This is an optimization exercise on Yosys and OpenROAD, whose aim is a short achievable clock period and few clock cycles per item, not a production implementation.
Function was checked by simulation only, so behaviour that the tests miss may differ from the original.
Power figures rest on the tool's default switching activity, not on a simulated workload.

Design x10_core, start of the top module:
module x10_core (
    input  wire       clk,
    input  wire       rst,             
    input  wire       cfg_variant_b,   
    input  wire [2:0] cfg_sel,         
    input  wire [2:0] cfg_max,         
    input  wire [2:0] cfg_mult,        
    input  wire [3:0] cfg_house,       
    input  wire [1:0] cfg_idle,        
    input  wire       ev_valid,
    input  wire [1:0] ev_kind,         
    input  wire [7:0] ev_data,
    output wire       ev_ready,
    output reg        tx_valid,
    output reg  [7:0] tx_data,
    input  wire       tx_ready,
    output reg        od_valid,
    output reg  [2:0] od_slot,
    output reg  [2:0] mux_slot,
    output reg        rep_valid,
    output reg  [7:0] rep_byte,
    output reg        want_resync
);
    localparam EV_BYTE   = 2'd0;
    localparam EV_TICK   = 2'd1;
    localparam EV_RESYNC = 2'd2;
    localparam EV_RESUME = 2'd3;
    localparam IDLE_SCAN = 2'd0;
    localparam IDLE_PRIO = 2'd1;
    localparam M_READY  = 2'd0;    
    localparam M_TX     = 2'd1;    
    localparam M_EMIT   = 2'd2;    
    localparam M_REPLAY = 2'd3;    
    localparam A_IDLE    = 2'd0;
    localparam A_COLLECT = 2'd1;
    localparam A_DISCARD = 2'd2;
    localparam [3:0] RECOVERY_WINDOW = 4'd10;
    localparam [5:0] RESYNC_LAST     = 6'd59;    
    localparam [2:0] PRESCALE_LAST   = 3'd4;     
    localparam [3:0] INACT_LAST      = 4'd12;    
    function [3:0] raw_house_a(input [3:0] l);
        case (l)
            4'd0:  raw_house_a = 4'h6;  4'd1:  raw_house_a = 4'hE;
            4'd2:  raw_house_a = 4'h2;  4'd3:  raw_house_a = 4'hA;
            4'd4:  raw_house_a = 4'h1;  4'd5:  raw_house_a = 4'h9;
            4'd6:  raw_house_a = 4'h5;  4'd7:  raw_house_a = 4'hD;
            4'd8:  raw_house_a = 4'h7;  4'd9:  raw_house_a = 4'hF;
            4'd10: raw_house_a = 4'h3;  4'd11: raw_house_a = 4'hB;
            4'd12: raw_house_a = 4'h0;  4'd13: raw_house_a = 4'h8;
            4'd14: raw_house_a = 4'h4;  default: raw_house_a = 4'hC;
        endcase
    endfunction
    function [3:0] raw_house_b(input [3:0] l);
        case (l)
  ...
Size in the first run: roughly 1,400 cells after synthesis, ~57 I/O pins, roughly 12,000 um2 of cells after synthesis.
clock: 5.0 ns
lec_check: 0
abc_area: 1
cap_margin: 20
core_margin: 2
core_utilization: 40
setup_slack_margin: 3.0
slew_margin: 20
run.sh (not shown) runs the stock make flow with config.mk's settings and CLKGATE_MAP_FILE= SYNTH_SCRIPT=/design/flow/synth_recipe.tcl, a recipe that flattens the netlist after the stock synthesis.
Testbench counts at the start, summed over its fixed seeds: cycles 24,651, events 24,000.
Then changed:
--- a/flow/design.v
+++ b/flow/design.v
@@ -202,14 +202,16 @@
     reg [7:0] b_u;
     reg [6:1] b_unit;           
     reg       b_on;
     reg       dup_valid;
     reg [7:0] dup_value;
     reg [2:0] prescale_left;    
     reg [2:0] tx_left;
+    reg       tx_first;         
+    reg       tx_c3, tx_9b;     
     assign ev_ready = rdy;
     wire [4:0] so_cam, sf_cam;
     wire [2:0] so_scnt, sf_scnt, so_slot, sf_slot;
     wire       so_scan, sf_scan, so_call, sf_call;
     wire [3:0] so_inact, sf_inact;
     x10_ctrl u_s_on (
         .cam(r_cam), .scan(r_scan), .scnt(r_scnt), .inact(r_inact),
@@ -345,25 +347,27 @@
             k_scnt  <= r_scnt;
             k_inact <= r_inact;
         end
     end
     wire od_next = load || m_emit || rp_pend || (ev_slow && t_call) ||
                    (ev_b && bb_call) || (ev_fe && (c_q0 || (c_func && d_call)));
     wire [2:0] r_slot   = {r_cam[4], r_cam[3] | r_cam[2], r_cam[3] | r_cam[1]};
-    wire [2:0] mux_b    = (c_b4 && d_ad && bb_call) ? bb_slot : mux_slot;
-    wire [2:0] mux_a    = !c_fe_cl ? mux_slot : c_q0 ? q_slot[0] : (c_func && d_call) ? p_slot : mux_slot;
-    wire [2:0] mux_t    = (c_slow && t_call) ? t_slot : mux_slot;
+    wire [2:0] k_slot   = {k_cam[4], k_cam[3] | k_cam[2], k_cam[3] | k_cam[1]};
+    wire [2:0] hold     = (a_col && !a_dirty) ? k_slot : r_slot;
+    wire [2:0] mux_b    = (c_b4 && d_ad && bb_call) ? bb_slot : hold;
+    wire [2:0] mux_a    = !c_fe_cl ? hold : c_q0 ? q_slot[0] : (c_func && d_call) ? p_slot : hold;
+    wire [2:0] mux_t    = (c_slow && t_call) ? t_slot : hold;
     wire [2:0] mux_ev   = (ev_kind == EV_TICK)   ? mux_t :
                           (ev_kind == EV_RESUME) ? init_slot :
-                          (ev_kind == EV_RESYNC) ? mux_slot :
+                          (ev_kind == EV_RESYNC) ? hold :
                           variant_b ? mux_b : mux_a;
     wire [2:0] mux_d    = rst ? init_slot :
                           m_emit ? q_slot[q_ptr] :
                           m_rep ? r_slot :
-                          (ev_valid && rdy) ? mux_ev : mux_slot;
+                          (ev_valid && rdy) ? mux_ev : hold;
     wire [2:0] od_ev    = (ev_kind == EV_TICK)   ? t_slot :
                           (ev_kind == EV_RESUME) ? init_slot :
                           variant_b ? bb_slot : c_q0 ? q_slot[0] : p_slot;
     wire [2:0] od_d     = rst ? init_slot :
                           m_emit ? q_slot[q_ptr] :
                           m_rep ? r_slot : od_ev;
     always @(posedge clk) begin
@@ -412,19 +416,25 @@
         if (rst)
             tx_valid <= 1'b0;
         else if (tx_start)
             tx_valid <= 1'b1;
         else if (m_tx && tx_ready && tx_left == 3'd1)
             tx_valid <= 1'b0;
         if (!m_tx) begin
-            tx_data <= d_5a ? 8'hC3 : d_a5 ? 8'h9B : 8'h00;
-            tx_left <= d_a5 ? 3'd7 : 3'd1;
-        end else if (tx_ready) begin
-            tx_data <= 8'h00;
-            tx_left <= tx_left - 3'd1;
+            tx_data  <= d_5a ? 8'hC3 : d_a5 ? 8'h9B : 8'h00;
+            tx_left  <= d_a5 ? 3'd7 : 3'd1;
+            tx_first <= 1'b1;
+            tx_c3    <= d_5a;
+            tx_9b    <= d_a5;
+        end else begin
+            tx_data  <= (tx_first && !tx_ready) ? (tx_c3 ? 8'hC3 : tx_9b ? 8'h9B : 8'h00) : 8'h00;
+            if (tx_ready) begin
+                tx_left  <= tx_left - 3'd1;
+                tx_first <= 1'b0;
+            end
         end
     end
     always @(posedge clk) begin
         rep_valid <= !rst && e_byte && a_idle && d_rep;
         rep_byte  <= ev_data;
     end
     integer i;
After rerunning:
- The new run went through all stages and came out clean
- clock skew drops by 0.0092 ns
- synthesized area climbs by 3.0%
- wire length climbs by 11%
- global-route usage climbs by 1.3 points
- final cell count climbs by 6.5%
- synthesized cell count climbs by 3.9%
- maximum frequency drops by 14%
- core utilization climbs by 2.4 points
- sequential cell count climbs by 3
Testbench counts after the change, summed over its fixed seeds: cycles 24,651, events 24,000.

---

## JK
x10_core, a different RTL version from the one above (not shown whole).
Size in the first run: ~1500 cells after synthesis, about 230 flip-flops, about 57 I/O pins, ~13000 um2 of cells after synthesis.
==> flow/config.mk <==
export PLATFORM = sky130hd
export DESIGN_NAME = x10_core
export DESIGN_NICKNAME = x10_core
export VERILOG_FILES = /design/flow/design.v
export SDC_FILE = /design/flow/constraint.sdc
export NUM_CORES = 4
export LEC_CHECK = 0
export ABC_AREA = 1
export CAP_MARGIN = 20
export CORE_MARGIN = 2
export CORE_UTILIZATION = 40
export SETUP_SLACK_MARGIN = 3.0
export SLEW_MARGIN = 20
==> flow/constraint.sdc <==
create_clock -name core_clock -period 5.0 [get_ports {clk}]
set_input_delay 1.0000 -clock core_clock [delete_from_list [all_inputs] [get_ports {clk}]]
set_output_delay 1.0000 -clock core_clock [all_outputs]
set_load 0.01 [all_outputs]
Testbench counts of JK, summed over its fixed seeds: cycles 24,651, events 24,000.
The inputs of MS differ from those of JK as listed below.
diff --git a/flow/design.v b/flow/design.v
--- a/flow/design.v
+++ b/flow/design.v
@@ -31,16 +31,19 @@
     wire en_scan = (unit[5] & on) | (policy & idle_scan);    
     assign n_cam   = ({5{sel_u}} & ucam) | ({5{sel_1}} & 5'b00010) | ({5{sel_0}} & 5'b00001) |
                      ({5{sel_p}} & prev_c) | ({5{sel_n}} & next_c) | ({5{!any_sel}} & cam);
     assign n_scan  = !any_sel & (scan | en_scan);
     assign n_inact = (|unit) ? INACT_LOAD : inact;
     assign call    = (sel_u & !at_u) | (sel_1 & !cam[1]) | (sel_0 & !cam[0]) | unit[6];
-    wire [2:0] u_slot = {unit[4], unit[3] | unit[2], unit[3] | unit[1]};
-    wire [2:0] p_slot = {prev_c[4], prev_c[3] | prev_c[2], prev_c[3] | prev_c[1]};
-    wire [2:0] n_slot = {next_c[4], next_c[3] | next_c[2], next_c[3] | next_c[1]};
-    assign call_slot = u14 ? (on ? u_slot : 3'd1) : unit[5] ? 3'd0 : on ? p_slot : n_slot;
+    assign call_slot[2] = (on & unit[4]) | (sel_p & mx[4] & c_lo) | (sel_n & cam[3] & !mx[3]);
+    assign call_slot[1] = (on & (unit[3] | unit[2])) |
+                          (sel_p & (cam[4] | cam[3] | ((mx[3] | mx[2]) & c_lo))) |
+                          (sel_n & ((cam[2] & !mx[2]) | cam[1]));
+    assign call_slot[0] = (on & (unit[3] | unit[1])) | (u14 & !on) |
+                          (sel_p & (cam[4] | cam[2] | (mx[3] & c_lo))) |
+                          (sel_n & ((cam[2] & !mx[2]) | cam[0] | c_at_m));
 endmodule
 module x10_tick (
     input  wire [4:0] cam,
     input  wire       scan,
     input  wire [2:0] scnt,
     input  wire [3:0] inact,
@@ -184,16 +187,18 @@
     reg [7:0] a_mask;           
     reg [6:1] a_unit;           
     reg       a_dirty;          
     reg [5:0] resync_left;      
     reg [2:0] q_slot [0:7];
     reg [3:0] q_n;
+    reg [7:0] q_wp;             
     reg [2:0] q_ptr;
     reg [2:0] q_last;
     reg [6:0] e_act [0:7];
     reg [3:0] e_n;
+    reg [7:0] e_wp;             
     reg [3:0] rp_cnt;
     reg [4:0] b_pos;            
     reg       b_mine;           
     reg       b_hit;            
     reg [7:0] b_u;
     reg [6:1] b_unit;           
@@ -470,33 +475,43 @@
         else if (e_byte && c_pay)
             a_mask <= {1'b0, a_mask[7:1]};
         if (a_idle)
             a_dirty <= 1'b0;
         else if (e_tick && a_col)
             a_dirty <= 1'b1;
-        if (a_idle)
-            q_n <= 4'd0;
-        else if (e_byte && c_sfunc && d_call)
-            q_n <= q_n + 4'd1;
-        if (c_pay)
-            q_slot[q_n[2:0]] <= p_slot;
+        if (a_idle) begin
+            q_n  <= 4'd0;
+            q_wp <= 8'd1;
+        end else if (e_byte && c_sfunc && d_call) begin
+            q_n  <= q_n + 4'd1;
+            q_wp <= {q_wp[6:0], 1'b0};
+        end
+        for (i = 0; i < 8; i = i + 1)
+            if (c_pay && q_wp[i])
+                q_slot[i] <= p_slot;
         if (!m_emit) begin
             q_ptr  <= 3'd1;
             q_last <= (c_func && d_call) ? q_n[2:0] : q_n[2:0] - 3'd1;
         end else begin
             q_ptr  <= q_ptr + 3'd1;
         end
-        if (a_idle)
-            e_n <= 4'd0;
-        else if (e_byte && c_func && d_act)
-            e_n <= e_n + 4'd1;
+        if (a_idle) begin
+            e_n  <= 4'd0;
+            e_wp <= 8'd1;
+        end else if (e_byte && c_func && d_act) begin
+            e_n  <= e_n + 4'd1;
+            e_wp <= {e_wp[6:0], 1'b0};
+        end
         if (m_rep) begin
             for (i = 0; i < 7; i = i + 1)
                 e_act[i] <= e_act[i + 1];
-        end else if (c_pay)
-            e_act[e_n[2:0]] <= {d_on, a_unit};
+        end else begin
+            for (i = 0; i < 8; i = i + 1)
+                if (c_pay && e_wp[i])
+                    e_act[i] <= {d_on, a_unit};
+        end
         if (!m_rep)
             rp_cnt <= (c_func && d_act) ? e_n + 4'd1 : e_n;
         else
             rp_cnt <= rp_cnt - 4'd1;
         if (load) begin
             resync_left <= RESYNC_LAST;
### Flow results
- Summary — total power, MS relative to JK: higher, by about 4%.
- Compared with JK, MS shows a internal power of the cells that is 3.8% higher.
- MS ended up with sky130_fd_sc_hd__dfxtp_2 as its worst-path cell with the longest stage delay; JK ended up with sky130_fd_sc_hd__dfxtp_4.
- JK → MS: count of clock-buffer cells in the layout lower; final design utilization higher; tap cell count lower; share of final-layout standard cells stronger than drive strength 1 higher; fraction of registers with async set/reset roughly the same.
- Diff JK -> MS: quantity of gates resized following cts rose by 21%; setup TNS flat.
- Of JK and MS, the higher tightest hold margin belongs to JK.
- On clock power, JK beats MS.
- Of JK and MS, the lower sequential cell count belongs to JK.
Testbench counts of MS, summed over its fixed seeds: cycles 24,651, events 24,000.

separate check: timing with driven ports:
How much do the figures lean on ideal ports? The routed layouts below were timed once more, with nothing changed but the port constraints.
Step 1 assumes that a clkbuf_16 drives the clock port and a buf_2 every other input.
Step 2 times the ports against the registers' clock, not the clock port: input delays grow and output delays shrink by t, the midpoint of the rising clock arrivals with the driver on.
a / b / c = ideal ports / drivers / drivers and shift; a / b = the first two.
| run | t (ns) | setup slack, ns | worst setup path after step 2 | slew at the worst register clock pin (ns) |
|---|---|---|---|---|
| the first run of note 1 | 0.594 | 2.896 / 2.845 / 2.347 | input to register | 0.06 / 0.06 |
| the second run of note 1 | 0.595 | 2.557 / 2.535 / 1.939 | input to register | 0.06 / 0.06 |
| JK | 0.583 | 2.986 / 2.939 / 2.466 | input to register | 0.06 / 0.06 |
| MS | 0.587 | 2.982 / 2.934 / 2.400 | input to register | 0.06 / 0.06 |
After both steps every run listed still meets setup and hold. For the second run of note 1, which loses most, drivers alone change the setup slack by -0.022 ns; drivers and shift together by -0.618 ns.
